Source: an optimization exercise on an open RTL-to-GDS flow (aim: small area). Production flows keep margins and buffers that such runs may drop. Function was checked by simulation only, so behaviour that the tests miss may differ from the original. Power and IR drop assume default switching activity.

==> design/flow/design.v <==
module nib_rom (
    input  wire [3:0] v,
    output reg  [5:0] code
);
    always @(*) begin
        case (v)
            4'h0: code = 6'h0B;
            4'h1: code = 6'h0D;
            4'h2: code = 6'h13;
            4'h3: code = 6'h15;
            4'h4: code = 6'h16;
            4'h5: code = 6'h19;
            4'h6: code = 6'h1A;
            4'h7: code = 6'h23;
            4'h8: code = 6'h25;
            4'h9: code = 6'h26;
            4'hA: code = 6'h29;
            4'hB: code = 6'h2A;
            4'hC: code = 6'h2C;
            4'hD: code = 6'h31;
            4'hE: code = 6'h32;
            default: code = 6'h34;
        endcase
    end
endmodule
module ir_tx (
    input  wire       clk,
    input  wire       rst,
    input  wire       start,       
    input  wire       proto,       
    input  wire [9:0] len,
    input  wire [7:0] p,
    input  wire [7:0] h,
    input  wire [3:0] npre,
    input  wire       pre_aa,
    output wire [9:0] addr,
    input  wire [7:0] rdata,
    output reg        busy,
    output wire       line,
    output reg        done
);
    reg       pb;        
    reg       aa;        
    reg [7:0] cfg;       
    reg [7:0] cnt;       
    reg [1:0] u;         
    reg [2:0] pos;       
    reg       hsel;      
    reg [9:0] ptr;       
    reg [9:0] last;      
    function [9:0] inc10(input [9:0] x);
        integer i;
        reg c;
        begin
            c = 1'b1;
            for (i = 0; i < 10; i = i + 1) begin
                inc10[i] = x[i] ^ c;
                c = c & x[i];
            end
        end
    endfunction
    function [7:0] dec8(input [7:0] x);
        integer i;
        reg b;
        begin
            b = 1'b1;
            for (i = 0; i < 8; i = i + 1) begin
                dec8[i] = x[i] ^ b;
                b = b & ~x[i];
            end
        end
    endfunction
    wire [9:0] cnt_inc = inc10({2'b00, cnt});
    wire [9:0] ptr_inc = inc10(ptr);
    wire [7:0] pos_dec = dec8({5'd0, pos});
    wire [9:0] npre_neg = inc10({6'h3F, ~npre});           
    wire [7:0] hn_dec  = dec8({1'b0, len[7:1]});           
    wire unit_end = (cnt == cfg);
    wire at_last  = (ptr == last);
    wire       pre  = ptr[9];
    wire       verb = ~ptr[9] & (ptr[8:2] == 7'd0);
    wire       enc  = ~pre & ~verb;
    wire [5:0] code;
    nib_rom u_rom (.v(hsel ? rdata[3:0] : rdata[7:4]), .code(code));
    wire [7:0] word  = enc ? {code, 2'b00} : rdata;
    wire       bit_a = rdata[~pos];
    wire       bit_b = pre ? ~(aa ^ pos[0]) : word[pos];
    reg [1:0] last_u;
    always @(*) begin
        if (pb)
            last_u = 2'd1;
        else if (!hsel)
            last_u = at_last ? 2'd2 : 2'd0;
        else
            last_u = (!at_last && bit_a) ? 2'd3 : 2'd0;
    end
    wire seg_end = unit_end & (u == last_u);
    wire nib_end_b  = enc ? (pos == 3'd2) : (pos == 3'd0);
    wire byte_end_b = nib_end_b & (~enc | hsel);
    wire finish = seg_end & (pb ? (byte_end_b & at_last) : (hsel & at_last));
    wire [9:0] n_a = len[9] ? 10'd512 : len;
    assign addr = ptr;
    assign line = busy & (pb ? ~bit_b : ~hsel);
    always @(posedge clk) begin
        if (rst) begin
            busy <= 1'b0;
            done <= 1'b0;
        end else begin
            done <= busy & finish;
            if (start)
                busy <= 1'b1;
            else if (finish)
                busy <= 1'b0;
        end
    end
    always @(posedge clk) begin
        if (start) begin
            pb   <= proto;
            aa   <= pre_aa;
            cfg  <= proto ? h : p;
            cnt  <= 8'd1;
            u    <= 2'd0;
            pos  <= 3'd7;
            hsel <= 1'b0;
            ptr  <= proto ? npre_neg : 10'd0;
            last <= proto ? {2'b00, hn_dec[6:0], 1'b1} : n_a;
        end else begin
            cnt <= unit_end ? 8'd1 : cnt_inc[7:0];
            if (unit_end)
                u <= seg_end ? 2'd0 : {u[1] ^ u[0], ~u[0]};
            if (seg_end) begin
                if (!pb) begin
                    hsel <= ~hsel;
                    if (hsel) begin
                        pos <= pos_dec[2:0];
                        if (pos == 3'd0)
                            ptr <= ptr_inc;
                    end
                end else begin
                    pos <= nib_end_b ? 3'd7 : pos_dec[2:0];
                    if (nib_end_b) begin
                        hsel <= enc & ~hsel;
                        if (byte_end_b)
                            ptr <= ptr_inc;
                    end
                end
            end
        end
    end
endmodule
module ir_rx (
    input  wire       clk,
    input  wire       rst,
    input  wire       rearm,       
    input  wire       pin,
    input  wire       clear,       
    input  wire [3:0] rd_idx,
    output wire [7:0] rd_data,
    output wire [3:0] buf_len,
    output reg        active,
    output wire       boot_jump,
    output reg        booted
);
    reg        pin_prev;
    reg [11:0] tmr;
    reg [11:0] ref_len;
    reg        part;
    reg [2:0]  rx_bits;
    reg [3:0]  rx_idx;
    reg [3:0]  rx_len;
    reg [79:0] chain;         
    function [11:0] inc12(input [11:0] x);
        integer i;
        reg c;
        begin
            c = 1'b1;
            for (i = 0; i < 12; i = i + 1) begin
                inc12[i] = x[i] ^ c;
                c = c & x[i];
            end
        end
    endfunction
    function gt13(input [12:0] a, input [12:0] b);
        integer i;
        reg g;
        begin
            g = 1'b0;
            for (i = 0; i < 13; i = i + 1)
                g = (a[i] & ~b[i]) | (~(a[i] ^ b[i]) & g);
            gt13 = g;
        end
    endfunction
    function [3:0] add4(input [3:0] a, input [3:0] b, input ci);
        integer i;
        reg c;
        begin
            c = ci;
            for (i = 0; i < 4; i = i + 1) begin
                add4[i] = a[i] ^ b[i] ^ c;
                c = (a[i] & b[i]) | (c & (a[i] ^ b[i]));
            end
        end
    endfunction
    wire [11:0] tmr_inc  = inc12(tmr);
    wire [11:0] bits_inc = inc12({9'd0, rx_bits});
    wire [11:0] idx_inc  = inc12({8'd0, rx_idx});
    wire fall = pin_prev & ~pin;
    wire rise = ~pin_prev & pin;
    wire take = (fall | rise) & ~booted & (rx_len == 4'd0);
    wire over     = gt13({1'b0, tmr}, {ref_len, 1'b0});
    wire have_ref = (ref_len != 12'd0);
    wire bit_in   = have_ref & over;
    wire shift    = take & fall & have_ref;
    wire room     = ~(rx_idx[3] & rx_idx[1]);    
    wire store    = shift & room;
    wire partial  = (rx_bits != 3'd0);
    wire boot_match = (rx_idx == 4'd4) &&
                      (partial ? (chain[39:8] == 32'h424F4F54)
                                : (chain[31:0] == 32'h424F4F54));
    wire [3:0] rpos = add4(rx_len, ~rd_idx, part);    
    assign rd_data = rpos[3] ? (rpos[0] ? chain[79:72] : chain[71:64])
                             : chain[{rpos[2:0], 3'b000} +: 8];
    assign buf_len = rx_len;
    assign boot_jump = booted & rx_idx[2];
    always @(posedge clk) begin
        if (rst)
            pin_prev <= 1'b1;
        else
            pin_prev <= pin;
    end
    always @(posedge clk) begin
        if (rst || rearm) begin
            tmr       <= 12'd0;
            ref_len   <= 12'd0;
            rx_bits   <= 3'd0;
            rx_idx    <= 4'd0;
            rx_len    <= 4'd0;
            active    <= 1'b0;
            booted    <= 1'b0;
        end else begin
            if (booted)
                rx_idx <= 4'd0;
            if (clear && !booted)
                rx_len <= 4'd0;
            if (take) begin
                tmr <= 12'd1;
                if (fall) begin
                    active <= 1'b1;
                    if (have_ref) begin
                        rx_bits <= bits_inc[2:0];
                        if (rx_bits == 3'd7 && room)
                            rx_idx <= idx_inc[3:0];
                    end
                end else if (have_ref && over) begin
                    rx_bits <= 3'd0;
                    part    <= partial & room;
                    if (boot_match) begin
                        booted <= 1'b1;
                        active <= 1'b0;
                    end else begin
                        rx_idx <= 4'd0;
                        rx_len <= rx_idx;
                    end
                end else begin
                    ref_len <= tmr;
                end
            end else begin
                tmr <= tmr_inc;
                if (tmr == 12'hFFF && !booted) begin
                    ref_len <= 12'd0;
                    rx_bits <= 3'd0;
                    rx_idx  <= 4'd0;
                    active  <= 1'b0;
                end
            end
        end
    end
    always @(posedge clk) begin
        if (store) begin
            chain[7:0] <= {bit_in, chain[7:1]};
            if (!partial)
                chain[79:8] <= chain[71:0];
        end
    end
endmodule
module irlink (
    input  wire       clk,
    input  wire       rst,
    input  wire       tx_start,
    input  wire       tx_proto,    
    input  wire [9:0] tx_len,
    input  wire [7:0] cfg_p,
    input  wire [7:0] cfg_h,
    input  wire [3:0] cfg_npre,
    input  wire       cfg_pre_aa,
    output wire [9:0] tx_addr,
    input  wire [7:0] tx_rdata,
    output wire       tx_busy,
    output wire       tx_line,
    output wire       tx_done,
    output reg  [1:0] tx_err,
    input  wire       rx_pin,
    input  wire       rx_rearm,
    input  wire       rx_clear,
    input  wire [3:0] rx_rd_idx,
    output wire [7:0] rx_rd_data,
    output wire [3:0] rx_len,
    output wire       rx_active,
    output wire       boot_jump,
    output wire       booted
);
    localparam [1:0] ST_OK    = 2'd0;
    localparam [1:0] ST_ALIGN = 2'd1;
    localparam [1:0] ST_CAP   = 2'd2;
    localparam [1:0] ST_TRUNC = 2'd3;
    wire [8:0] hn      = tx_len[9:1];
    wire       hn_hi   = (hn[8:7] != 2'd0);
    wire       hn_ge87 = hn_hi | (hn[6:5] == 2'b11) | (hn[6:0] == 7'b1010111) | (hn[6:3] == 4'b1011);
    wire       b_short = (tx_len[9:2] == 8'd0);
    wire       b_odd   = tx_len[0];
    wire       b_big   = hn_ge87 ||
                         (hn == 9'd86 && cfg_npre != 4'd0) ||                        
                         (hn == 9'd85 && (cfg_npre[3] | cfg_npre[2])) ||             
                         (hn == 9'd84 && (cfg_npre[3] | (&cfg_npre[2:0]))) ||        
                         (hn == 9'd83 && cfg_npre[3] && (cfg_npre[2] | cfg_npre[1])) ||            
                         (hn == 9'd82 && cfg_npre[3] && cfg_npre[2] && (cfg_npre[1] | cfg_npre[0]));  
    wire accept = tx_start & ~tx_busy;
    wire go     = accept & (~tx_proto | ~(b_short | b_odd | b_big));
    ir_tx u_tx (
        .clk(clk), .rst(rst), .start(go), .proto(tx_proto), .len(tx_len),
        .p(cfg_p), .h(cfg_h), .npre(cfg_npre), .pre_aa(cfg_pre_aa),
        .addr(tx_addr), .rdata(tx_rdata),
        .busy(tx_busy), .line(tx_line), .done(tx_done)
    );
    always @(posedge clk) begin
        if (rst) begin
            tx_err <= ST_OK;
        end else if (accept) begin
            if (!tx_proto)
                tx_err <= (tx_len[9] && tx_len[8:0] != 9'd0) ? ST_TRUNC : ST_OK;
            else if (b_short || b_odd)
                tx_err <= ST_ALIGN;
            else if (b_big)
                tx_err <= ST_CAP;
            else
                tx_err <= ST_OK;
        end
    end
    ir_rx u_rx (
        .clk(clk), .rst(rst), .rearm(rx_rearm), .pin(rx_pin),
        .clear(rx_clear), .rd_idx(rx_rd_idx), .rd_data(rx_rd_data),
        .buf_len(rx_len), .active(rx_active),
        .boot_jump(boot_jump), .booted(booted)
    );
endmodule
==> design/flow/flow/run.sh <==
#!/bin/bash
# Own layout flow: the standard flow (standard.sh: ORFS synthesis,
# floorplan, power grid, placement, clock tree, routing) with these changes:
#  - synthesis is synth_recipe.tcl unchanged, except that the gate mapping
#    (Yosys's abc call) runs the area-oriented script flow/area.abc instead
#    of ORFS's delay-oriented one; registers are mapped before abc, exactly
#    as in the standard synthesis
#  - half/full-adder cells are added to the platform's DONT_USE_CELLS, so the
#    few counters are mapped from plain gates, which is smaller here
#  - port buffers are sky130_fd_sc_hd__buf_1 (buffer_ports -buffer_cell)
#  - clock tree synthesis uses clkbuf_8 buffers and no dummy loads
# The make run's output goes to standard.log; ORFS keeps each step's own log
# under orfs/logs/.
set -euo pipefail
WORK=$PWD
cat > "$WORK/area_synth.tcl" <<EOT
# synth_recipe.tcl with the abc call's -script replaced by flow/area.abc
proc abc {args} {
  set i [lsearch -exact \$args -script]
  if { \$i >= 0 } {
    set args [lreplace \$args [expr {\$i + 1}] [expr {\$i + 1}] {$WORK/flow/area.abc}]
  }
  yosys abc {*}\$args
}
source {$WORK/synth_recipe.tcl}
EOT
cat >> config.mk <<'EOT'
export DONT_USE_CELLS += sky130_fd_sc_hd__ha_1 sky130_fd_sc_hd__ha_2 sky130_fd_sc_hd__ha_4 sky130_fd_sc_hd__fa_1 sky130_fd_sc_hd__fa_2 sky130_fd_sc_hd__fa_4
export BUFFER_PORTS_ARGS = -buffer_cell sky130_fd_sc_hd__buf_1
export CTS_ARGS = -sink_clustering_enable -repair_clock_nets -dont_use_dummy_load -buf_list sky130_fd_sc_hd__clkbuf_8
EOT
bash standard.sh "SYNTH_SCRIPT=$WORK/area_synth.tcl" finish > standard.log 2>&1
==> design/flow/flow/area.abc <==
strash
&get -n
&fraig -x
&st
&syn2
&synch2
&dch -f
&nf -R 1000 -F 8 -C 32
&st
&syn2
&synch2
&dch -f
&nf -R 1000 -F 8 -C 32
&put
topo
==> design/flow/standard.sh <==
#!/bin/bash
# synth_recipe.tcl (not shown) runs the flow's synth.tcl, then flattens the netlist and writes it again
# the make line also repeats each setting of config.mk as NAME=value (left out here)
make -C /OpenROAD-flow-scripts/flow DESIGN_CONFIG=/design/flow/config.mk WORK_HOME=/design/flow/orfs CLKGATE_MAP_FILE= SYNTH_SCRIPT=/design/flow/synth_recipe.tcl "${@:-finish}"
==> design/flow/config.mk <==
export PLATFORM = sky130hd
export DESIGN_NAME = irlink
export DESIGN_NICKNAME = irlink
export VERILOG_FILES = /design/flow/design.v
export SDC_FILE = /design/flow/constraint.sdc
export NUM_CORES = 4
export LEC_CHECK = 0
export CAP_MARGIN = 20
export CORE_MARGIN = 2
export CORE_UTILIZATION = 55
export SLEW_MARGIN = 20
export DONT_USE_CELLS += sky130_fd_sc_hd__ha_1 sky130_fd_sc_hd__ha_2 sky130_fd_sc_hd__ha_4 sky130_fd_sc_hd__fa_1 sky130_fd_sc_hd__fa_2 sky130_fd_sc_hd__fa_4
export BUFFER_PORTS_ARGS = -buffer_cell sky130_fd_sc_hd__buf_1
export CTS_ARGS = -sink_clustering_enable -repair_clock_nets -dont_use_dummy_load -buf_list sky130_fd_sc_hd__clkbuf_8
==> design/flow/constraint.sdc <==
create_clock -name core_clock -period 10.0 [get_ports {clk}]
set_input_delay 2.0000 -clock core_clock [delete_from_list [all_inputs] [get_ports {clk}]]
set_output_delay 2.0000 -clock core_clock [all_outputs]
set_load 0.01 [all_outputs]
==> results by group, run 1 <==
Power
  – Peak supply drop: 0.0872 mV
  – PwrDens: roughly 150 nW/um^2
  – Power, Total: ~0.0013 W
  – Leak: between 2 and 3 nW

CTS
  – H-tree levels: 4
  – Clk sink count: about 170
  – Post-CTS setup buffer count: 0
  – CTS tree: yes
  – CTS Hold Bufs: 0
  – Root Buffer Master: clkbuf_8
  – Post-CTS sizing: 0
  – Clock-pin slew on the worst setup and hold paths: 0.07 ns
  – Total CTS buffers: 17
  – Worst skew pair latency: between 0.4 and 0.5 ns
  – Clock buffer depth: 2

Finish
  – Share of cells above drive strength 1: under 10%
  – Final Cell Area: 8550 sq um
  – N_diodes: 0
  – Nets: ~800
  – Final Non-Filler Cells: roughly 940
  – Area growth from synthesis to layout: 10.8%

Setup path
  – Crit path required time: approximately 8 ns
  – Slowest CP cell: mux4_2
  – FF-to-FF Start: u_rx.tmr[0]$_SDFF_PP0_
  – CP Max Fanout: 22
  – CP Capture Type: output port
  – Origin of the worst setup path: rx_rd_idx[0]
  – Worst reg-to-reg path cell count: 17
  – Critical Path Start Type: input port
  – Arr. time, crit path: ~4.3 ns
  – Crit path cell chain: buf_1, o21ai_0, xnor2_2, buf_4, mux4_2, mux4_2, buf_1
  – Worst stage delay on the critical path: approximately 0.55 ns
  – Critical path type: input port to output port

STA
  – Worst Max-Slew Pin Slew: about 0.95 ns
  – Slew Viols, Final: 0
  – Period minus WS final: roughly 6.3 ns
  – Setup tns final: 0 ns
  – Clk_skew: approximately 0.022 ns
  – Fin crit share: between 60% and 70%
  – Final setup vio count: 0
  – F_max: about 160 MHz
  – Slew HR: between 30% and 40%
  – Hold slack: roughly 0.45 ns
  – RSZ-0062 raised after global routing: no
  – Final Hold Vio Count: 0

Synth
  – Syn nets: 703
  – YS warnings: 4
  – Dominant synthesized flop cell: edfxtp_1
  – EDFF count, synth: around 110
  – Mapped Cells: 653
  – Post-synth top area share: between 40% and 50%
  – Netlist cell types: between 50 and 60
  – Post-synth top cells: 111 x edfxtp_1, 67 x nor2_1, 56 x dfxtp_1
  – Top-count cell post-synth: edfxtp_1
  – Post-Syn Area: 7720 sq um
  – Ys async rst share: 0%
  – Yosys reg bits: 167
  – Yosys top cell by area: edfxtp_1
  – Post-synthesis average cell area: 11.8 sq um
  – Top cells by area, synth: edfxtp_1 43%, dfxtp_1 15%, mux4_2 5.0%
  – Seq/Total Area, Yosys: about 58%

Place
  – Post-DP HPWL: roughly 11000 um
  – Port Buf Inserts: 79
  – GPL Wtd Cong: roughly 0.83
  – Cell Area, Placed: a little over 8000 sq um
  – Dpl cells: just over 900

Drt
  – DR pass1 iterations: 5
  – Starting DRT DRC Count: a little under 500
  – Number of vias per cell: roughly 6.0
  – Post-route DRC: 0
  – Routed Antenna Nets: 0
  – Drt total wl: 16000 um
  – Wire length per cell: around 17 um
  – Total number of vias: roughly 5600

Global route
  – Grt met3 use: about 5.6%
  – Met1 Track Usage GR: a little under a third
  – Remaining global-route overflow: 0
  – Vias in the first global route: approximately 5200
  – Met2 Use GR: approximately a third
  – Busiest grt layer: met2
  – Antenna violations before repair: 0
  – Pin count of the biggest net entering global routing: 73
  – First-pass GRT wire length: 25500 um
  – Overall Global Routing Usage: between 20 and 25%

Floorplan
  – DIE WIDTH: 122 um
  – I/O pin cnt: 80
  – Starting density of the core: 56.0%
  – Area of the core: roughly 14000 sq um
  – Chip Height: around 120 um
  – Die area: approximately 15000 sq um
  – Std cell rows: between 40 and 50

Hold path
  – Hold Path Depth: 0
  – Worst Hold Class: flip-flop to flip-flop
  – Critical hold path startpoint: u_rx.chain[68]$_DFFE_PP_

Run
  – Number of max-cap violations: 0

Outcome
  – Status: complete, no violations
-- where the power goes --
group | internal, W | switching [W] | leakage (nW)
clock network | 0.000150 | 0.000206 | 0.122
logic | 0.0000557 | 0.0000679 | 1.17
registers | 0.000752 | 0.0000207 | 1.46
total | 0.000957 | 0.000295 | 2.75
-- final cells by class --
class                   instances  area [sq um]
fillers                      1156          5230
flip-flops and latches        167          4450
multi-input cells             464          3180
repair buffers                 89           372
clock buffers                  17           234
well taps                     180           225
inverters                      21          78.8
-- worst max-delay path: cells and delay by family --
family          cells  cell delay (ns)
mux                 2             1.00
buf+inv             3             0.63
compound gates      1             0.46
xor+xnor            1             0.17
-- cells by family after synthesis --
| logic type | synth area share [%] |
|---|---|
| and+or+nand+nor | 14.1 |
| xor gates and xnor gates | 5.33 |
| buffers and inverters | 1.12 |
| DFF | 57.7 |
| adders and majority gates | 0.389 |
| AOI/OAI and AO/OA | 11.3 |
| muxes | 10.1 |
-- cell usage in the layout, fill, tap and decap left out, types with 4 or more instances in the layout --
cell / instances
nand2b_1: 9
nor3b_1: 7
xnor2_1: 30
nor4_1: 10
mux4_2: 17
buf_4: 10
or2_0: 4
a21oi_1: 51
a22oi_1: 12
o31ai_1: 4
clkbuf_8: 17
o22ai_1: 11
a211oi_1: 6
and3_1: 11
mux2i_1: 26
or3_1: 6
and2_0: 4
mux2_1: 12
buf_1: 79
xor2_1: 16
edfxtp_1: 111
nand2_1: 40
clkinv_1: 21
nor3_1: 21
nand3_1: 12
dfxtp_1: 56
nor2b_1: 11
o21ai_0: 26
nand4_1: 8
nor2_1: 67
-- layer usage --
layer | routed length, um | part of all wire (%)
met4 | 222 | 1.4
met3 | 860 | 5.4
met1 | 7520 | 47
met2 | 7380 | 46
met5 | 0 | 0
-- per-stage QoR --
| step | setup WS [ns] | utilization (%) |
|---|---|---|
| after floorplan | 2.85 | - |
| after global placement | 3.79 | 60.4 |
| after detailed placement | 3.73 | 60.4 |
| after CTS | 3.72 | 62.1 |
| after global routing | 3.60 | 62.1 |
| final | 3.71 | 62.1 |
-- path summary, 6_finish.rpt --
kind                                        to  slack (ns)
hold / removal        u_rx.chain[76]$_DFFE_PP_        0.45
setup reg to reg  u_rx.ref_len[9]$_SDFFE_PP0P_        6.38
setup / recovery                 rx_rd_data[5]        3.71
hold reg to reg       u_rx.chain[76]$_DFFE_PP_        0.45
-- registers in the layout (all words and copies together), names as in the netlist, 2 cells and up --
name	flops
tx_err	2
u_rx.chain	80
u_rx.ref_len	12
u_rx.rx_bits	3
u_rx.rx_idx	4
u_rx.rx_len	4
u_rx.tmr	12
u_tx.cfg	8
u_tx.cnt	8
u_tx.last	10
u_tx.pos	3
u_tx.ptr	10
u_tx.u	2
==> run 2: changes to the inputs <==
--- a/design/flow/config.mk
+++ b/design/flow/config.mk
@@ -9,3 +9,4 @@
 export CORE_MARGIN = 2
-export CORE_UTILIZATION = 55
+export CORE_UTILIZATION = 70
+export PLACE_DENSITY = 0.85
 export SLEW_MARGIN = 20
==> run 2 against run 1 <==
Non-clock buffer count decreased by 3. Highest routed layer unchanged. Global-route usage increased by 6.5 points. Critical endpoint unchanged. Clock power fell by 3%. Still clean.
==> results by group, run 2 <==
Synth
  – Seq/Total Area, Yosys: 57.7% (unchanged)
  – Ys async rst share: 0% (unchanged)
  – Post-synth top area share: 43.2% (unchanged)
  – Mapped Cells: 653 (unchanged)
  – Yosys reg bits: 167 (unchanged)
  – Top cells by area, synth: edfxtp_1 43%, dfxtp_1 15%, mux4_2 5.0%
  – Dominant synthesized flop cell: edfxtp_1
  – Post-synth top cells: 111 x edfxtp_1, 67 x nor2_1, 56 x dfxtp_1
  – Syn nets: 703 (unchanged)
  – YS warnings: 4 (unchanged)
  – Netlist cell types: 52 (unchanged)
  – Top-count cell post-synth: edfxtp_1
  – Yosys top cell by area: edfxtp_1
  – Post-Syn Area: 7720 sq um (unchanged)
  – EDFF count, synth: 111 (unchanged)
  – Post-synthesis average cell area: 11.8 sq um (unchanged)

CTS
  – CTS Hold Bufs: 0 (unchanged)
  – Post-CTS setup buffer count: 0 (unchanged)
  – Total CTS buffers: 17 (unchanged)
  – CTS tree: yes
  – Clock-pin slew on the worst setup and hold paths: 0.06 ns (about the same)
  – Clk sink count: 167 (unchanged)
  – Clock buffer depth: 2 (unchanged)
  – Worst skew pair latency: 0.45 ns (about the same)
  – Root Buffer Master: clkbuf_8
  – Post-CTS sizing: 0 (unchanged)
  – H-tree levels: 4 (unchanged)

Drt
  – Post-route DRC: 0 (unchanged)
  – Routed Antenna Nets: 0 (unchanged)
  – Drt total wl: 15800 um (-0.98%)
  – Total number of vias: 5722 (+2.5%)
  – DR pass1 iterations: 5 (unchanged)
  – Wire length per cell: 17.7 um (+3.8%)
  – Number of vias per cell: 6.39 (+7.4%)
  – Starting DRT DRC Count: 509 (+2.6%)

STA
  – Slew Viols, Final: 0 (unchanged)
  – Fin crit share: 63.4% (+0.51 points)
  – F_max: 158 MHz (-0.80%)
  – Setup tns final: 0 ns (unchanged)
  – RSZ-0062 raised after global routing: no
  – Clk_skew: 0.0216 ns (-0.000202 ns)
  – Worst Max-Slew Pin Slew: 0.936 ns (-0.0182 ns)
  – Final setup vio count: 0 (unchanged)
  – Period minus WS final: 6.34 ns (+0.0508 ns)
  – Slew HR: 37.6% (+1.2 points)
  – Final Hold Vio Count: 0 (unchanged)

Finish
  – Area growth from synthesis to layout: 9.84%
  – Multi-input logic area: 3180 sq um (unchanged)
  – Top flop regs: u_rx.chain: 80 flops, u_rx.ref_len: 12 flops, u_rx.tmr: 12 flops
  – Share of cells above drive strength 1: 5.70% (-0.37 points)
  – Most common cell after layout, fill and taps aside: edfxtp_1
  – Nets: 807 (-0.37%)
  – Largest register FFs: 80 (unchanged)
  – Final Cell Area: 8480 sq um (-0.85%)
  – Most flops, register: u_rx.chain
  – Most frequent cells in the layout: 111 x edfxtp_1, 79 x buf_1, 67 x nor2_1, 56 x dfxtp_1, 51 x a21oi_1
  – FF/Latch Area: 4450 sq um (unchanged)
  – N_diodes: 0 (unchanged)
  – Filler cell count: 666 (-42%)
  – Final Util: 78.5% (+16 points)

Global route
  – Antenna violations before repair: 0 (unchanged)
  – Pin count of the biggest net entering global routing: 73 (unchanged)
  – Vias in the first global route: 5484 (+5.4%)
  – Overall Global Routing Usage: 28.6% (+6.5 points)
  – Remaining global-route overflow: 0 (unchanged)
  – First-pass GRT wire length: 26100 um (+2.3%)

Hold path
  – Critical hold path startpoint: u_rx.chain[59]$_DFFE_PP_
  – Worst Hold Class: flip-flop to flip-flop

Setup path
  – CP Max Fanout: 22 (unchanged)
  – Arr. time, crit path: 4.34 ns (+0.05 ns)
  – CP Capture Type: output port
  – Origin of the worst setup path: rx_rd_idx[0]
  – Critical Path Start Type: input port
  – Critical path type: input port to output port
  – Crit path required time: 8.00 ns (about the same)
  – FF-to-FF Start: u_rx.tmr[0]$_SDFF_PP0_

Place
  – Post-DP HPWL: 11400 um (+1.5%)
  – Cell Area, Placed: 8240 sq um (-0.87%)
  – GPL Wtd Cong: 0.964 (+16%)
  – Port Buf Inserts: 79 (unchanged)

Floorplan
  – Starting density of the core: 71.5% (+15 points)
  – I/O pin cnt: 80 (unchanged)
  – Area of the core: 10800 sq um (-22%)
  – DIE WIDTH: 109 um (-11%)
  – Std cell rows: 38 (-12%)
  – Die area: 11900 sq um (-21%)
  – Chip Height: 109 um (-11%)

Power
  – Peak supply drop: 0.0848 mV (-2.7%)
  – Leak: 2.74 nW (-0.59%)
  – PwrDens: 147 nW/um^2 (+0.29%)

Outcome
  – Status: complete, no violations

Run
  – Number of max-cap violations: 0 (unchanged)
run 2: cell types whose count changed in the layout (fill, tap and decap cells not counted), sizes merged:
cell	change
buf	-3
run 2: report_power, final:
group	internal (W)	switching, W
registers	0.000752	0.0000223
clock network	0.000150	0.000197
logic	0.0000552	0.0000690
run 2: path summary, 6_finish.rpt:
kind / to / depth (start not counted) / slack (ns)
max: rx_rd_data[5] / 7 / 3.66
min: u_rx.chain[67]$_DFFE_PP_ / 0 / 0.45
max reg2reg: u_rx.ref_len[0]$_SDFFE_PP0P_ / 16 / 5.99
min reg2reg: u_rx.chain[67]$_DFFE_PP_ / 0 / 0.45
run 2: routing by layer:
metal | GRT usage, % | up-vias | share of wire [%]
li1 | - | 2695 | -
met1 | 36.8 | 2793 | 41
met2 | 48.0 | 202 | 52
met3 | 5.50 | 32 | 5.5
met4 | 11.5 | 0 | 2.0
met5 | 0 | - | 0
run 2: cell type report:
class                      instances  area share, %
clock buffer                      17           2.76
inverter                          21          0.930
multi-input combinational        464           37.6
sequential                       167           52.6
tap                              140           2.07
timing repair buffer              86           4.12
run 2: logic make-up (layout without fill, tap and decap cells):
family	after synthesis	in the layout	synth area share [%]
AOI/OAI and AO/OA	140	140	11.3
xor gates and xnor gates	47	47	5.33
adders and majority gates	3	3	0.389
buffers and inverters	22	124	1.12
DFF	167	167	57.7
muxes	55	55	10.1
and+or+nand+nor	219	219	14.1
run 2: metrics by stage:
step | cells | hold WS [ns] | total power, W | setup WS [ns]
after global routing | 895 | 0.464 | 0.00129 | 3.52
after detailed placement | 878 | 0.434 | 0.000912 | 3.65
after global placement | 878 | 0.424 | 0.000902 | 3.83
after CTS | 895 | 0.451 | 0.00125 | 3.65
after floorplan | 653 | 0.415 | 0.000869 | 2.85
final | 895 | 0.450 | 0.00125 | 3.66
run 2: worst max-delay path, cell delays in order:
cell and delay (ns):
buf_1 0.10, o21ai_0 0.51, xnor2_2 0.18, buf_4 0.37, mux4_2 0.56, mux4_2 0.48, buf_1 0.14
==> run 3: changes to the inputs <==
--- a/design/flow/flow/run.sh
+++ b/design/flow/flow/run.sh
@@ -29,3 +29,3 @@
 export BUFFER_PORTS_ARGS = -buffer_cell sky130_fd_sc_hd__buf_1
-export CTS_ARGS = -sink_clustering_enable -repair_clock_nets -dont_use_dummy_load -buf_list sky130_fd_sc_hd__clkbuf_8
+export CTS_ARGS = -sink_clustering_enable -repair_clock_nets -dont_use_dummy_load -buf_list sky130_fd_sc_hd__clkbuf_8 -sink_clustering_size 30 -sink_clustering_max_diameter 100
 EOT
--- a/design/flow/flow/area.abc
+++ b/design/flow/flow/area.abc
@@ -14,2 +14,6 @@
 &put
+buffer -c
 topo
+stime -c
+upsize -c
+dnsize -c
--- a/design/flow/config.mk
+++ b/design/flow/config.mk
@@ -9,4 +9,3 @@
 export CORE_MARGIN = 2
-export CORE_UTILIZATION = 70
-export PLACE_DENSITY = 0.85
+export CORE_UTILIZATION = 40
 export SLEW_MARGIN = 20
@@ -14,2 +13,2 @@
 export BUFFER_PORTS_ARGS = -buffer_cell sky130_fd_sc_hd__buf_1
-export CTS_ARGS = -sink_clustering_enable -repair_clock_nets -dont_use_dummy_load -buf_list sky130_fd_sc_hd__clkbuf_8
+export CTS_ARGS = -sink_clustering_enable -repair_clock_nets -dont_use_dummy_load -buf_list sky130_fd_sc_hd__clkbuf_8 -sink_clustering_size 30 -sink_clustering_max_diameter 100
==> run 3 against run 2 <==
Synthesized area is 2.5% higher. Cell count is 14% higher. Register-to-register slack better by 0.60 ns. Flip-flop and latch count stayed put. Largest power group unchanged. Highest routed layer unchanged. Via count is 3.3% lower. Critical path depth stayed put. Worst setup slack better by 0.13 ns. Still clean on timing, DRC and antenna. Largest cell class unchanged. Routed wire length is 3.7% higher. Critical endpoint unchanged. Global-route usage is 12 points lower. Count of clock-buffer cells in the layout stayed put.
==> results by group, run 3 <==
CTS
  – Worst skew pair latency: 0.45 ns (about the same)
  – Clock-pin slew on the worst setup and hold paths: 0.10 ns (+0.04 ns)
  – Root Buffer Master: clkbuf_8
  – CTS tree: yes
  – Clk sink count: 167 (unchanged)
  – Post-CTS setup buffer count: 0 (unchanged)
  – H-tree levels: 4 (unchanged)
  – Clock buffer depth: 2 (unchanged)
  – Post-CTS sizing: 0 (unchanged)
  – CTS Hold Bufs: 0 (unchanged)
  – Total CTS buffers: 17 (unchanged)

Global route
  – First-pass GRT wire length: 26600 um (+1.7%)
  – Antenna violations before repair: 0 (unchanged)
  – Overall Global Routing Usage: 16.2% (-12 points)
  – Pin count of the biggest net entering global routing: 73 (unchanged)
  – Remaining global-route overflow: 0 (unchanged)
  – Met2 Use GR: 24.9% (-23 points)
  – Grt met3 use: 4.24% (-1.3 points)
  – Met1 Track Usage GR: 22.2% (-15 points)
  – Busiest grt layer: met2
  – Vias in the first global route: 5214 (-4.9%)

Setup path
  – Capturing point of the worst reg2reg path: u_rx.ref_len[11]$_SDFFE_PP0P_
  – Critical path's top delay family: multiplexers
  – Critical path type: input port to output port
  – R2r setup slk: 6.59 ns (+0.60 ns)
  – Crit path cell chain: buf_1, o21ai_0, xnor2_2, buf_4, mux4_2, mux4_2, buf_1
  – Arr. time, crit path: 4.21 ns (-0.13 ns)
  – Slowest CP cell: mux4_2
  – CP Capture Type: output port
  – Crit path required time: 8.00 ns (about the same)
  – Critical Path Start Type: input port
  – Worst stage delay on the critical path: 0.54 ns (-0.02 ns)
  – FF-to-FF Start: u_rx.ref_len[1]$_SDFFE_PP0P_
  – Buf/Inv on CP: 3 (unchanged)
  – CP Max Fanout: 22 (unchanged)
  – Worst reg-to-reg path cell count: 16 (unchanged)

Synth
  – Post-Syn Area: 7910 sq um (+2.5%)
  – Seq/Total Area, Yosys: 56.3% (-1.4 points)
  – YS warnings: 4 (unchanged)
  – Yosys reg bits: 167 (unchanged)
  – Mapped Cells: 679 (+4.0%)
  – Post-synth top area share: 42.1% (-1.1 points)
  – Top-count cell post-synth: edfxtp_1
  – Ys async rst share: 0% (unchanged)
  – EDFF count, synth: 111 (unchanged)
  – Dominant synthesized flop cell: edfxtp_1
  – Post-synthesis average cell area: 11.7 sq um (-1.4%)
  – Post-synth top cells: 111 x edfxtp_1, 67 x nor2_1, 56 x dfxtp_1
  – Top cells by area, synth: edfxtp_1 42%, dfxtp_1 14%, mux4_2 4.8%
  – Netlist cell types: 68 (+31%)
  – Syn nets: 729 (+3.7%)
  – Yosys top cell by area: edfxtp_1

Floorplan
  – Chip Height: 145 um (+33%)
  – Starting density of the core: 40.7% (-31 points)
  – I/O pin cnt: 80 (unchanged)
  – Die area: 20900 sq um (+76%)
  – Std cell rows: 51 (+34%)
  – DIE WIDTH: 145 um (+33%)
  – Area of the core: 19500 sq um (+80%)

Finish
  – Top flop regs: u_rx.chain: 80 flops, u_rx.ref_len: 12 flops, u_rx.tmr: 12 flops
  – Final Util: 44.6% (-34 points)
  – Most frequent cells in the layout: 111 x edfxtp_1, 79 x buf_1, 67 x nor2_1, 56 x dfxtp_1, 50 x a21oi_1
  – Most common cell after layout, fill and taps aside: edfxtp_1
  – N_diodes: 0 (unchanged)
  – Largest register FFs: 80 (unchanged)
  – Nets: 807 (unchanged)
  – Most flops, register: u_rx.chain
  – Share of cells above drive strength 1: 9.93% (+4.2 points)
  – Area growth from synthesis to layout: 9.76% (about the same)

Place
  – Post-DP HPWL: 11700 um (+2.0%)
  – Port Buf Inserts: 79 (unchanged)
  – DP Worst Slack: 3.75 ns (+0.0960 ns)
  – GPL Wtd Cong: 0.866 (-10%)

STA
  – Setup WS post-layout: 3.79 ns (+0.130 ns)
  – Worst Max-Slew Pin Slew: 0.903 ns (-0.0326 ns)
  – Final setup vio count: 0 (unchanged)
  – RSZ-0062 raised after global routing: no
  – Final Hold Vio Count: 0 (unchanged)
  – Slew HR: 39.8% (+2.2 points)
  – Setup tns final: 0 ns (unchanged)
  – Fin crit share: 62.1% (-1.3 points)
  – Slew Viols, Final: 0 (unchanged)
  – Period minus WS final: 6.21 ns (-0.130 ns)
  – F_max: 161 MHz (+2.1%)
  – Clk_skew: 0.0364 ns (+0.0148 ns)
  – Hold slack: 0.443 ns (-0.00672 ns)

Drt
  – Total number of vias: 5536 (-3.3%)
  – Starting DRT DRC Count: 424 (-17%)
  – DR pass1 iterations: 5 (unchanged)
  – Number of vias per cell: 5.43 (-15%)
  – Routed Antenna Nets: 0 (unchanged)
  – Post-route DRC: 0 (unchanged)
  – Wire length per cell: 16.1 um (-9.0%)
  – Drt total wl: 16400 um (+3.7%)

Outcome
  – Status: complete, no violations

Hold path
  – Worst Hold Class: flip-flop to flip-flop
  – Critical hold path startpoint: u_rx.chain[44]$_DFFE_PP_
  – Hold Path Depth: 0 (unchanged)
  – Hold endpoint: u_rx.chain[52]$_DFFE_PP_

Run
  – Number of max-cap violations: 0 (unchanged)

Power
  – Leak: 2.79 nW (+1.9%)
  – PwrDens: 144 nW/um^2 (-1.7%)
  – Peak supply drop: 0.0671 mV (-21%)
[run 3: cell types whose count changed after synthesis, sizes merged, moves of 4 or more]
cell	change
buf	+4
clkbuf	+20
clkinv	-21
inv	+21
[run 3: final cells by class]
cell class	count	area (sq um)
clock buffers	17	234
fillers	1808	10800
repair buffers	86	349
flip-flops and latches	167	4450
inverters	21	78.8
multi-input cells	464	3240
well taps	265	332
[run 3: logic make-up (layout without fill, tap and decap cells)]
| logic type | Yosys count | in the layout | synth area share, % |
|---|---|---|---|
| multiplexers | 55 | 55 | 9.84 |
| buffers and inverters | 48 | 124 | 2.91 |
| XOR/XNOR | 47 | 47 | 5.20 |
| AND/OR/NAND/NOR | 219 | 219 | 13.9 |
| adder cells (fa/ha/maj) | 3 | 3 | 0.411 |
| AO/OA/AOI/OAI | 140 | 140 | 11.4 |
| flip-flops | 167 | 167 | 56.3 |
[run 3: power breakdown]
part | leakage [nW] | total [W] | internal, W | switching (W)
Clock | 0.122 | 0.000356 | 0.000150 | 0.000205
Sequential | 1.46 | 0.000773 | 0.000752 | 0.0000208
Combinational | 1.20 | 0.000126 | 0.0000571 | 0.0000685
Total | 2.79 | 0.00125 | 0.000959 | 0.000295
[run 3: worst max path at each step]
stage / to / start / cells past startpoint / slack (ns)
finish: rx_rd_data[5] / rx_rd_idx[0] / 7 / 3.79
global route: rx_rd_data[5] / rx_rd_idx[0] / 7 / 3.64
CTS: rx_rd_data[5] / rx_rd_idx[0] / 7 / 3.75
detailed placement: rx_rd_data[5] / rx_rd_idx[0] / 7 / 3.75
global placement: rx_rd_data[5] / rx_rd_idx[0] / 7 / 3.81
floorplan: rx_rd_data[2] / rx_rd_idx[0] / 6 / 3.92
[run 3: layer usage]
layer  share of wire (%)  vias up
met4                 2.1        0
met2                  46      127
li1                    -     2685
met1                  47     2691
met3                 4.7       33
met5                   0        -
[run 3: worst reg2reg max path, stage by stage (launching register included)]
cell and delay, ns:
dfxtp_1 0.37, inv_1 0.08, o22ai_1 0.17, a21oi_1 0.06, a221oi_1 0.21, o2bb2ai_1 0.13
maj3_2 0.32, maj3_2 0.30, a21oi_1 0.14, a21oi_1 0.05, a21oi_1 0.13, a211o_1 0.17
a211oi_4 0.11, nor3_4 0.53, a21oi_2 0.24, a22oi_1 0.21, nor2_1 0.06
[run 3: through the flow]
stage / power [W] / instance area [sq um] / instances
floorplan: 0.000876 / 7910 / 679
global placement: 0.000907 / 8450 / 1003
detailed placement: 0.000914 / 8450 / 1003
CTS: 0.00127 / 8680 / 1020
global route: 0.00131 / 8680 / 1020
finish: 0.00125 / 8680 / 1020
==> run 4: changes to the inputs <==
--- a/design/flow/flow/run.sh
+++ b/design/flow/flow/run.sh
@@ -29,3 +29,3 @@
 export BUFFER_PORTS_ARGS = -buffer_cell sky130_fd_sc_hd__buf_1
-export CTS_ARGS = -sink_clustering_enable -repair_clock_nets -dont_use_dummy_load -buf_list sky130_fd_sc_hd__clkbuf_8 -sink_clustering_size 30 -sink_clustering_max_diameter 100
+export CTS_ARGS = -sink_clustering_enable -repair_clock_nets -dont_use_dummy_load -buf_list sky130_fd_sc_hd__clkbuf_8 -sink_clustering_buffer sky130_fd_sc_hd__clkbuf_4
 EOT
==> design/flow/flow/area.abc (replaced) <==
strash
&get -n
&fraig -x
&st
&syn2
&synch2
&dch -f
&nf -R 1000 -F 8 -C 32
&st
&syn2
&synch2
&dch -f
&nf -R 1000 -F 8 -C 32
&put
topo
--- a/design/flow/config.mk
+++ b/design/flow/config.mk
@@ -13,2 +13,2 @@
 export BUFFER_PORTS_ARGS = -buffer_cell sky130_fd_sc_hd__buf_1
-export CTS_ARGS = -sink_clustering_enable -repair_clock_nets -dont_use_dummy_load -buf_list sky130_fd_sc_hd__clkbuf_8 -sink_clustering_size 30 -sink_clustering_max_diameter 100
+export CTS_ARGS = -sink_clustering_enable -repair_clock_nets -dont_use_dummy_load -buf_list sky130_fd_sc_hd__clkbuf_8 -sink_clustering_buffer sky130_fd_sc_hd__clkbuf_4
==> run 4 against run 3 <==
Still clean. Critical path depth is the same. Cell count down 0.39%. Flip-flop and latch count is the same. Via count is 0.61% lower. Die area down 2.4%. Sequential power barely moved. Final area decreased by 0.59%. Maximum frequency fell by 0.60%. Synthesized area fell by 2.5%. Critical endpoint unchanged.
==> results by group, run 4 <==
CTS
  – CTS tree: yes
  – Post-CTS setup buffer count: 0 (unchanged)
  – CTS Hold Bufs: 0 (unchanged)
  – Post-CTS sizing: 0 (unchanged)
  – Clk sink count: 167 (unchanged)
  – Total CTS buffers: 17 (unchanged)
  – Worst skew pair latency: 0.45 ns (about the same)
  – Clock buffer depth: 2 (unchanged)
  – H-tree levels: 4 (unchanged)
  – Clock-pin slew on the worst setup and hold paths: 0.08 ns (-0.02 ns)
  – Root Buffer Master: clkbuf_8

STA
  – F_max: 160 MHz (-0.60%)
  – Final Hold Vio Count: 0 (unchanged)
  – Slew HR: 32.7% (-7.1 points)
  – Final setup vio count: 0 (unchanged)
  – Setup WS post-layout: 3.75 ns (-0.0373 ns)
  – Clk_skew: 0.0293 ns (-0.00712 ns)
  – Worst Max-Slew Pin Slew: 1.00 ns (+0.0999 ns)
  – Setup tns final: 0 ns (unchanged)
  – Slew Viols, Final: 0 (unchanged)
  – Period minus WS final: 6.25 ns (+0.0373 ns)
  – RSZ-0062 raised after global routing: no
  – Fin crit share: 62.5% (+0.37 points)

Outcome
  – Status: complete, no violations

Global route
  – Remaining global-route overflow: 0 (unchanged)
  – Overall Global Routing Usage: 16.4% (+0.28 points)
  – Vias in the first global route: 5328 (+2.2%)
  – First-pass GRT wire length: 26500 um (-0.21%)
  – Antenna violations before repair: 0 (unchanged)
  – Pin count of the biggest net entering global routing: 73 (unchanged)

Place
  – DP Worst Slack: 3.74 ns (-0.00404 ns)
  – Post-DP HPWL: 11200 um (-4.0%)
  – GPL Wtd Cong: 0.821 (-5.1%)
  – Port Buf Inserts: 79 (unchanged)

Power
  – Clock power frac: 28.6% (+0.2 points)
  – Sw Share: 23.6% (+0.15 points)
  – PwrDens: 145 nW/um^2 (+0.59%)
  – Sw power: 0.000296 W (+0.61%)
  – Leak: 2.74 nW (-1.6%)
  – Peak supply drop: 0.0750 mV (+12%)
  – Power, Total: 0.00125 W (about the same)
  – Total internal power: 0.000958 W (-0.20%)
  – Reg power frac: 61.7% (about the same)
  – Comb pwr share: 9.7% (-0.3 points)

Synth
  – Post-synth top cells: 111 x edfxtp_1, 67 x nor2_1, 56 x dfxtp_1
  – Post-Syn Area: 7720 sq um (-2.5%)
  – Top cells by area, synth: edfxtp_1 43%, dfxtp_1 15%, mux4_2 5.0%
  – Netlist cell types: 52 (-24%)
  – Yosys reg bits: 167 (unchanged)
  – Post-synth top area share: 43.2% (+1.1 points)
  – Top-count cell post-synth: edfxtp_1
  – Post-synthesis average cell area: 11.8 sq um (+1.4%)
  – YS warnings: 4 (unchanged)
  – Mapped Cells: 653 (-3.8%)
  – Dominant synthesized flop cell: edfxtp_1
  – Ys async rst share: 0% (unchanged)
  – Yosys top cell by area: edfxtp_1
  – Seq/Total Area, Yosys: 57.7% (+1.4 points)
  – Syn nets: 703 (-3.6%)
  – EDFF count, synth: 111 (unchanged)

Finish
  – Nets: 808 (+0.12%)
  – Most frequent cells in the layout: 111 x edfxtp_1, 79 x buf_1, 67 x nor2_1, 56 x dfxtp_1, 51 x a21oi_1
  – Final Util: 45.8% (+1.2 points)
  – Area growth from synthesis to layout: 11.9%
  – N_diodes: 0 (unchanged)
  – Most flops, register: u_rx.chain
  – Share of cells above drive strength 1: 5.82% (-4.1 points)
  – Most common cell after layout, fill and taps aside: edfxtp_1
  – Largest register FFs: 80 (unchanged)
  – Top flop regs: u_rx.chain: 80 flops, u_rx.ref_len: 12 flops, u_rx.tmr: 12 flops

Setup path
  – Crit path required time: 8.00 ns (about the same)
  – Critical Path Start Type: input port
  – CP Capture Type: output port
  – Arr. time, crit path: 4.25 ns (+0.04 ns)
  – Worst reg-to-reg path cell count: 16 (unchanged)
  – CP Max Fanout: 22 (unchanged)
  – Critical path type: input port to output port

Floorplan
  – Std cell rows: 50 (-2.0%)
  – I/O pin cnt: 80 (unchanged)
  – Die area: 20400 sq um (-2.4%)
  – DIE WIDTH: 143 um (-1.2%)
  – Chip Height: 143 um (-1.2%)
  – Starting density of the core: 41.0% (+0.32 points)
  – Area of the core: 18800 sq um (-3.2%)

Run
  – Number of max-cap violations: 0 (unchanged)

Drt
  – DR pass1 iterations: 5 (unchanged)
  – Post-route DRC: 0 (unchanged)
  – Number of vias per cell: 5.42 (-0.22%)
  – Drt total wl: 15900 um (-3.4%)
  – Wire length per cell: 15.6 um (-3.0%)
  – Routed Antenna Nets: 0 (unchanged)
  – Starting DRT DRC Count: 385 (-9.2%)
  – Total number of vias: 5502 (-0.61%)

Hold path
  – Hold Path Depth: 0 (unchanged)
  – Worst Hold Class: flip-flop to flip-flop
-- run 4: kinds of logic (layout without fill, tap and decap cells) --
logic type,after synthesis,in the layout,share of synthesized area [%]
AO/OA/AOI/OAI,140,140,11.3
XOR/XNOR,47,47,5.33
flip-flops,167,167,57.7
adder cells (fa/ha/maj),3,3,0.389
AND/OR/NAND/NOR,219,219,14.1
multiplexers,55,55,10.1
buffers and inverters,22,125,1.12
-- run 4: metrics by stage --
stage / cell area [sq um] / hold slack (ns) / std cells
floorplan: 7720 / 0.415 / 653
global placement: 8400 / 0.425 / 999
detailed placement: 8400 / 0.435 / 999
CTS: 8630 / 0.437 / 1016
global route: 8630 / 0.442 / 1016
finish: 8630 / 0.430 / 1016
-- run 4: final timing paths --
kind	end	start	slack (ns)
setup / recovery	rx_rd_data[5]	rx_rd_idx[0]	3.75
hold / removal	u_rx.chain[65]$_DFFE_PP_	u_rx.chain[57]$_DFFE_PP_	0.43
setup reg to reg	u_rx.ref_len[2]$_SDFFE_PP0P_	u_rx.tmr[0]$_SDFF_PP0_	5.92
hold reg to reg	u_rx.chain[65]$_DFFE_PP_	u_rx.chain[57]$_DFFE_PP_	0.43
-- run 4: cell type report --
| cell class | instances | area [sq um] |
|---|---|---|
| multi-input combinational | 464 | 3180 |
| tap | 260 | 325 |
| timing repair buffer | 87 | 357 |
| sequential | 167 | 4450 |
| fill | 1730 | 10200 |
| inverter | 21 | 78.8 |
| clock buffer | 17 | 234 |
-- run 4: power by group through the flow --
stage               clock [W]  combinational [W]  sequential, W
floorplan                   0          0.0000854       0.000784
global placement            0           0.000118       0.000787
detailed placement          0           0.000122       0.000788
CTS                  0.000370           0.000123       0.000773
global route         0.000397           0.000138       0.000777
finish               0.000359           0.000122       0.000773
-- run 4: worst max-delay path: stages --
cell,delay [ns]
buf_1,0.10
o21ai_0,0.47
xnor2_2,0.17
buf_4,0.36
mux4_2,0.56
mux4_2,0.45
buf_1,0.14
-- run 4: routing by layer --
layer  share of wire (%)  wire length, um  up-vias  track usage [%]
met5                   0                0        -                0
met3                 4.1              654       19             3.92
met2                  48             7680      127             26.7
li1                    -                -     2688                -
met4                 1.3              207        0             4.90
met1                  46             7320     2668             21.9
==> run 5: changes to the inputs <==
--- a/design/flow/flow/run.sh
+++ b/design/flow/flow/run.sh
@@ -29,3 +29,3 @@
 export BUFFER_PORTS_ARGS = -buffer_cell sky130_fd_sc_hd__buf_1
-export CTS_ARGS = -sink_clustering_enable -repair_clock_nets -dont_use_dummy_load -buf_list sky130_fd_sc_hd__clkbuf_8 -sink_clustering_buffer sky130_fd_sc_hd__clkbuf_4
+export CTS_ARGS = -repair_clock_nets -dont_use_dummy_load -buf_list sky130_fd_sc_hd__clkbuf_8
 EOT
--- a/design/flow/config.mk
+++ b/design/flow/config.mk
@@ -13,2 +13,2 @@
 export BUFFER_PORTS_ARGS = -buffer_cell sky130_fd_sc_hd__buf_1
-export CTS_ARGS = -sink_clustering_enable -repair_clock_nets -dont_use_dummy_load -buf_list sky130_fd_sc_hd__clkbuf_8 -sink_clustering_buffer sky130_fd_sc_hd__clkbuf_4
+export CTS_ARGS = -repair_clock_nets -dont_use_dummy_load -buf_list sky130_fd_sc_hd__clkbuf_8
==> run 5 against run 4 <==
Still clean. Die area did not move. Final area unchanged. Clock skew stayed put. Maximum frequency stayed put. Count of clock-buffer cells in the layout unchanged. Sequential power about the same. Sequential share of layout area unchanged. Total power did not move. First-iteration DRC count did not move. Highest routed layer unchanged.
==> results by group, run 5 <==
Global route
  – Vias in the first global route: 5328 (unchanged)
  – Remaining global-route overflow: 0 (unchanged)
  – Overall Global Routing Usage: 16.4% (unchanged)
  – Antenna violations before repair: 0 (unchanged)
  – Pin count of the biggest net entering global routing: 73 (unchanged)
  – First-pass GRT wire length: 26500 um (unchanged)

CTS
  – Post-CTS sizing: 0 (unchanged)
  – Worst skew pair latency: 0.45 ns (about the same)
  – H-tree levels: 4 (unchanged)
  – CTS tree: yes
  – Post-CTS setup buffer count: 0 (unchanged)
  – Total CTS buffers: 17 (unchanged)
  – Clock buffer depth: 2 (unchanged)
  – CTS Hold Bufs: 0 (unchanged)
  – Clock-pin slew on the worst setup and hold paths: 0.08 ns (about the same)
  – Root Buffer Master: clkbuf_8
  – Clk sink count: 167 (unchanged)

Place
  – Post-DP HPWL: 11200 um (unchanged)
  – DP Worst Slack: 3.74 ns (unchanged)
  – Port Buf Inserts: 79 (unchanged)
  – Cell Area, Placed: 8400 sq um (unchanged)
  – Dpl cells: 999 (unchanged)
  – GPL Wtd Cong: 0.821 (unchanged)

Setup path
  – CP Max Fanout: 22 (unchanged)
  – FF-to-FF Start: u_rx.tmr[0]$_SDFF_PP0_
  – Arr. time, crit path: 4.25 ns (about the same)
  – Crit path required time: 8.00 ns (about the same)
  – Critical path type: input port to output port
  – Capturing point of the worst reg2reg path: u_rx.ref_len[2]$_SDFFE_PP0P_
  – Critical Path Start Type: input port
  – R2r setup slk: 5.92 ns (about the same)
  – Worst reg-to-reg path cell count: 16 (unchanged)
  – CP Capture Type: output port
  – Origin of the worst setup path: rx_rd_idx[0]

Drt
  – Total number of vias: 5502 (unchanged)
  – Drt total wl: 15900 um (unchanged)
  – Number of vias per cell: 5.42 (unchanged)
  – DR pass1 iterations: 5 (unchanged)
  – Wire length per cell: 15.6 um (unchanged)
  – Routed Antenna Nets: 0 (unchanged)
  – Starting DRT DRC Count: 385 (unchanged)
  – Post-route DRC: 0 (unchanged)

Power
  – Peak supply drop: 0.0750 mV (unchanged)
  – Power, Total: 0.00125 W (unchanged)
  – PwrDens: 145 nW/um^2 (unchanged)
  – Leak: 2.74 nW (unchanged)

Synth
  – Yosys reg bits: 167 (unchanged)
  – Ys async rst share: 0% (unchanged)
  – Yosys top cell by area: edfxtp_1
  – Syn nets: 703 (unchanged)
  – Post-synth top cells: 111 x edfxtp_1, 67 x nor2_1, 56 x dfxtp_1
  – Post-synthesis average cell area: 11.8 sq um (unchanged)
  – EDFF count, synth: 111 (unchanged)
  – Top-count cell post-synth: edfxtp_1
  – Dominant synthesized flop cell: edfxtp_1
  – Seq/Total Area, Yosys: 57.7% (unchanged)
  – YS warnings: 4 (unchanged)
  – Post-synth top area share: 43.2% (unchanged)
  – Mapped Cells: 653 (unchanged)
  – Top cells by area, synth: edfxtp_1 43%, dfxtp_1 15%, mux4_2 5.0%
  – Netlist cell types: 52 (unchanged)
  – Post-Syn Area: 7720 sq um (unchanged)

Floorplan
  – Starting density of the core: 41.0% (unchanged)
  – Chip Height: 143 um (unchanged)
  – I/O pin cnt: 80 (unchanged)
  – DIE WIDTH: 143 um (unchanged)
  – Std cell rows: 50 (unchanged)
  – Die area: 20400 sq um (unchanged)
  – Area of the core: 18800 sq um (unchanged)

Finish
  – Top flop regs: u_rx.chain: 80 flops, u_rx.ref_len: 12 flops, u_rx.tmr: 12 flops
  – Nets: 808 (unchanged)
  – Final Cell Area: 8630 sq um (unchanged)
  – FF/Latch Area: 4450 sq um (unchanged)
  – N_diodes: 0 (unchanged)
  – Multi-input logic area: 3180 sq um (unchanged)
  – Most frequent cells in the layout: 111 x edfxtp_1, 79 x buf_1, 67 x nor2_1, 56 x dfxtp_1, 51 x a21oi_1
  – Largest register FFs: 80 (unchanged)
  – Filler cell count: 1730 (unchanged)
  – Final Non-Filler Cells: 1016 (unchanged)
  – Area growth from synthesis to layout: 11.9% (unchanged)
  – Most flops, register: u_rx.chain
  – Most common cell after layout, fill and taps aside: edfxtp_1
  – Share of cells above drive strength 1: 5.82% (unchanged)

STA
  – Clk_skew: 0.0293 ns (unchanged)
  – RSZ-0062 raised after global routing: no
  – Fin crit share: 62.5% (unchanged)
  – Final setup vio count: 0 (unchanged)
  – Worst Max-Slew Pin Slew: 1.00 ns (unchanged)
  – Setup tns final: 0 ns (unchanged)
  – Period minus WS final: 6.25 ns (unchanged)
  – F_max: 160 MHz (unchanged)
  – Final Hold Vio Count: 0 (unchanged)
  – Slew HR: 32.7% (unchanged)
  – Setup WS post-layout: 3.75 ns (unchanged)
  – Slew Viols, Final: 0 (unchanged)

Run
  – Number of max-cap violations: 0 (unchanged)

Outcome
  – Status: complete, no violations

Hold path
  – Worst Hold Class: flip-flop to flip-flop
  – Critical hold path startpoint: u_rx.chain[57]$_DFFE_PP_
  – Hold Path Depth: 0 (unchanged)
  – Hold endpoint: u_rx.chain[65]$_DFFE_PP_
## run 5: area by class of cell
class                      count  area share (%)
sequential                   167            51.6
multi-input combinational    464            36.9
timing repair buffer          87            4.13
tap                          260            3.77
clock buffer                  17            2.71
inverter                      21           0.913
## run 5: metal layers
metal  vias to the layer above  global-route usage (%)  share of wire (%)  wire length [um]
li1                       2688                       -                  -                 -
met1                      2668                    21.9                 46              7320
met2                       127                    26.7                 48              7680
met3                        19                    3.92                4.1               654
met4                         0                    4.90                1.3               207
met5                         -                       0                  0                 0
## run 5: critical path, cell delays in order
cell and delay (ns):
buf_1 0.10, o21ai_0 0.47, xnor2_2 0.17, buf_4 0.36, mux4_2 0.56, mux4_2 0.45
buf_1 0.14
## run 5: report_power, final
part,internal [W],switching (W)
clock network,0.000150,0.000209
registers,0.000752,0.0000213
logic,0.0000556,0.0000665
## run 5: cells by family after synthesis
| group | count (synthesis) | synth area share [%] |
|---|---|---|
| simple gates | 219 | 14.1 |
| flops | 167 | 57.7 |
| compound gates | 140 | 11.3 |
| mux | 55 | 10.1 |
| xor+xnor | 47 | 5.33 |
| buf+inv | 22 | 1.12 |
| fa+ha+maj | 3 | 0.389 |
## run 5: worst max-delay path by stage
| stage | slack (ns) | cells past startpoint | end |
|---|---|---|---|
| global placement | 3.79 | 7 | rx_rd_data[5] |
| floorplan | 2.85 | 4 | rx_rd_data[5] |
| global route | 3.62 | 7 | rx_rd_data[5] |
| finish | 3.75 | 7 | rx_rd_data[5] |
| CTS | 3.74 | 7 | rx_rd_data[5] |
| detailed placement | 3.74 | 7 | rx_rd_data[5] |
## run 5: stage by stage
step	hold slack, ns	util, %
2_1_floorplan	0.415	-
3_3_place_gp	0.425	44.6
3_5_place_dp	0.435	44.6
4_1_cts	0.437	45.8
5_1_grt	0.442	45.8
6_report	0.430	45.8
==> run 6: changes to the inputs <==
--- a/design/flow/flow/run.sh
+++ b/design/flow/flow/run.sh
@@ -29,3 +29,3 @@
 export BUFFER_PORTS_ARGS = -buffer_cell sky130_fd_sc_hd__buf_1
-export CTS_ARGS = -repair_clock_nets -dont_use_dummy_load -buf_list sky130_fd_sc_hd__clkbuf_8
+export CTS_ARGS = -sink_clustering_enable -repair_clock_nets -dont_use_dummy_load -buf_list sky130_fd_sc_hd__clkbuf_16 -root_buf sky130_fd_sc_hd__clkbuf_16 -sink_clustering_levels 1 -sink_clustering_size 50 -sink_clustering_max_diameter 400
 EOT
--- a/design/flow/config.mk
+++ b/design/flow/config.mk
@@ -13,2 +13,2 @@
 export BUFFER_PORTS_ARGS = -buffer_cell sky130_fd_sc_hd__buf_1
-export CTS_ARGS = -repair_clock_nets -dont_use_dummy_load -buf_list sky130_fd_sc_hd__clkbuf_8
+export CTS_ARGS = -sink_clustering_enable -repair_clock_nets -dont_use_dummy_load -buf_list sky130_fd_sc_hd__clkbuf_16 -root_buf sky130_fd_sc_hd__clkbuf_16 -sink_clustering_levels 1 -sink_clustering_size 50 -sink_clustering_max_diameter 400
==> run 6 against run 5 <==
Still clean on timing, DRC and antenna. Clock skew shrank 0.0083 ns. Maximum frequency fell by 0.14%. Flip-flop and latch count is the same. Sequential share of layout area fell by 1.1 points. Clock power is 45% higher. Critical path type unchanged.
==> results by group, run 6 <==
Drt
  – Routed Antenna Nets: 0 (unchanged)
  – Total number of vias: 5493 (-0.16%)
  – Drt total wl: 15800 um (-0.67%)
  – Number of vias per cell: 5.41 (-0.16%)
  – Wire length per cell: 15.5 um (-0.67%)
  – DR pass1 iterations: 5 (unchanged)
  – Starting DRT DRC Count: 377 (-2.1%)
  – Post-route DRC: 0 (unchanged)

Finish
  – Largest register FFs: 80 (unchanged)
  – Most frequent cells in the layout: 111 x edfxtp_1, 79 x buf_1, 67 x nor2_1, 56 x dfxtp_1, 51 x a21oi_1
  – Most flops, register: u_rx.chain
  – Most common cell after layout, fill and taps aside: edfxtp_1
  – Final Non-Filler Cells: 1016 (unchanged)
  – Area growth from synthesis to layout: 14.4%
  – N_diodes: 0 (unchanged)
  – Top flop regs: u_rx.chain: 80 flops, u_rx.ref_len: 12 flops, u_rx.tmr: 12 flops
  – Share of cells above drive strength 1: 5.82% (unchanged)
  – Nets: 808 (unchanged)

Setup path
  – CP Max Fanout: 22 (unchanged)
  – Critical Path Start Type: input port
  – CP Capture Type: output port
  – Critical path type: input port to output port
  – Arr. time, crit path: 4.26 ns (about the same)
  – Crit path required time: 8.00 ns (about the same)
  – R2r setup slk: 5.98 ns (+0.06 ns)

Floorplan
  – Die area: 20400 sq um (unchanged)
  – Chip Height: 143 um (unchanged)
  – Area of the core: 18800 sq um (unchanged)
  – Starting density of the core: 41.0% (unchanged)
  – DIE WIDTH: 143 um (unchanged)
  – I/O pin cnt: 80 (unchanged)
  – Std cell rows: 50 (unchanged)

CTS
  – Clock-pin slew on the worst setup and hold paths: 0.06 ns (-0.02 ns)
  – H-tree levels: 4 (unchanged)
  – Clk sink count: 167 (unchanged)
  – CTS Hold Bufs: 0 (unchanged)
  – Post-CTS setup buffer count: 0 (unchanged)
  – CTS tree: yes
  – Worst skew pair latency: 0.41 ns (-0.04 ns)
  – Total CTS buffers: 17 (unchanged)
  – Root Buffer Master: clkbuf_16
  – Clock buffer depth: 2 (unchanged)
  – Post-CTS sizing: 0 (unchanged)

STA
  – Period minus WS final: 6.26 ns (+0.00849 ns)
  – RSZ-0062 raised after global routing: no
  – Hold slack: 0.434 ns (+0.00456 ns)
  – Slew Viols, Final: 0 (unchanged)
  – Final Hold Vio Count: 0 (unchanged)
  – Fin crit share: 62.6% (+0.085 points)
  – Final setup vio count: 0 (unchanged)
  – F_max: 160 MHz (-0.14%)
  – Setup tns final: 0 ns (unchanged)
  – Worst Max-Slew Pin Slew: 0.969 ns (-0.0341 ns)
  – Slew HR: 35.4% (+2.7 points)
  – Clk_skew: 0.0209 ns (-0.00833 ns)

Power
  – Peak supply drop: 0.111 mV (+48%)
  – PwrDens: 160 nW/um^2 (+10%)
  – Leak: 2.83 nW (+3.2%)

Global route
  – Antenna violations before repair: 0 (unchanged)
  – Overall Global Routing Usage: 16.4% (-0.046 points)
  – Pin count of the biggest net entering global routing: 73 (unchanged)
  – First-pass GRT wire length: 26600 um (+0.21%)
  – Vias in the first global route: 5340 (+0.23%)
  – Remaining global-route overflow: 0 (unchanged)

Synth
  – Top-count cell post-synth: edfxtp_1
  – Post-synth top cells: 111 x edfxtp_1, 67 x nor2_1, 56 x dfxtp_1
  – Ys async rst share: 0% (unchanged)
  – Post-Syn Area: 7720 sq um (unchanged)
  – Syn nets: 703 (unchanged)
  – YS warnings: 4 (unchanged)
  – Yosys reg bits: 167 (unchanged)
  – Top cells by area, synth: edfxtp_1 43%, dfxtp_1 15%, mux4_2 5.0%
  – Seq/Total Area, Yosys: 57.7% (unchanged)
  – Mapped Cells: 653 (unchanged)
  – EDFF count, synth: 111 (unchanged)
  – Netlist cell types: 52 (unchanged)
  – Post-synthesis average cell area: 11.8 sq um (unchanged)
  – Post-synth top area share: 43.2% (unchanged)
  – Yosys top cell by area: edfxtp_1
  – Dominant synthesized flop cell: edfxtp_1

Place
  – Port Buf Inserts: 79 (unchanged)
  – Post-DP HPWL: 11200 um (unchanged)
  – GPL Wtd Cong: 0.821 (unchanged)
  – Dpl cells: 999 (unchanged)

Hold path
  – Worst Hold Class: flip-flop to flip-flop

Outcome
  – Status: complete, no violations

Run
  – Number of max-cap violations: 0 (unchanged)
-- run 6: cell counts after synthesis --
Identical to the previous run, type by type.
-- run 6: power breakdown --
part	leakage [nW]	switching, W	internal [W]	total, W
Sequential	1.46	0.0000213	0.000753	0.000774
Clock	0.209	0.000224	0.000295	0.000519
Combinational	1.16	0.0000668	0.0000556	0.000122
Total	2.83	0.000312	0.00110	0.00142
-- run 6: per-stage QoR --
step	power [W]	cell area, sq um	utilization (%)	setup WS (ns)
2_1_floorplan	0.000869	7720	-	2.85
3_3_place_gp	0.000905	8400	44.6	3.79
3_5_place_dp	0.000911	8400	44.6	3.74
4_1_cts	0.00143	8820	46.9	3.74
5_1_grt	0.00148	8820	46.9	3.62
6_report	0.00142	8820	46.9	3.74
-- run 6: cells by family after synthesis --
family                     Yosys count  share of synthesized area [%]
muxes                               55                           10.1
DFF                                167                           57.7
AOI/OAI and AO/OA                  140                           11.3
xor gates and xnor gates            47                           5.33
buffers and inverters               22                           1.12
adders and majority gates            3                          0.389
and+or+nand+nor                    219                           14.1
-- run 6: final timing paths --
kind / from / to / depth (start not counted)
worst min-delay path: u_rx.chain[57]$_DFFE_PP_ / u_rx.chain[65]$_DFFE_PP_ / 0
worst min register to register: u_rx.chain[57]$_DFFE_PP_ / u_rx.chain[65]$_DFFE_PP_ / 0
worst max register to register: u_rx.tmr[0]$_SDFF_PP0_ / u_rx.ref_len[2]$_SDFFE_PP0P_ / 16
worst max-delay path: rx_rd_idx[0] / rx_rd_data[5] / 7
-- run 6: layout make-up --
cell class	count	area [sq um]
clock buffers	17	425
well taps	260	325
fillers	1702	10000
repair buffers	87	357
inverters	21	78.8
flip-flops and latches	167	4450
multi-input cells	464	3180
-- run 6: layer usage --
| layer | part of all wire [%] | vias up | track usage, % |
|---|---|---|---|
| met5 | 0 | - | 0 |
| met2 | 49 | 124 | 27.0 |
| met4 | 1.3 | 0 | 5.05 |
| li1 | - | 2691 | - |
| met3 | 3.7 | 19 | 3.52 |
| met1 | 46 | 2659 | 21.7 |
-- run 6: critical path: stages --
cell,delay (ns)
buf_1,0.10
o21ai_0,0.47
xnor2_2,0.17
buf_4,0.37
mux4_2,0.56
mux4_2,0.45
buf_1,0.14

-- port drivers added, routing unchanged --
The flow's constraints put no driver on any port. The routed layouts listed below were extracted and timed again, unchanged, in two steps. Step 1 assumes that a clkbuf_16 drives the clock port and a buf_2 every other input. Step 2 also shifts input and output timing later by t, the mid clock arrival at the registers, as if the neighbouring blocks saw the same clock. a / b / c = ideal / step 1 / step 2; a / b = the first two.
| run | t (ns) | setup WS [ns] | clock arrival spread, ns |
|---|---|---|---|
| run 1 | 0.480 | 3.708 / 3.687 / 3.687 | 0.025 / 0.025 |
| run 2 | 0.472 | 3.657 / 3.636 / 3.636 | 0.022 / 0.022 |
| run 3 | 0.469 | 3.788 / 3.767 / 3.767 | 0.044 / 0.043 |
| run 4 | 0.478 | 3.750 / 3.724 / 3.724 | 0.035 / 0.035 |
| run 5 | 0.478 | 3.750 / 3.724 / 3.724 | 0.035 / 0.035 |
| run 6 | 0.447 | 3.742 / 3.716 / 3.716 | 0.021 / 0.021 |
After both steps setup and hold are still met in every run listed.
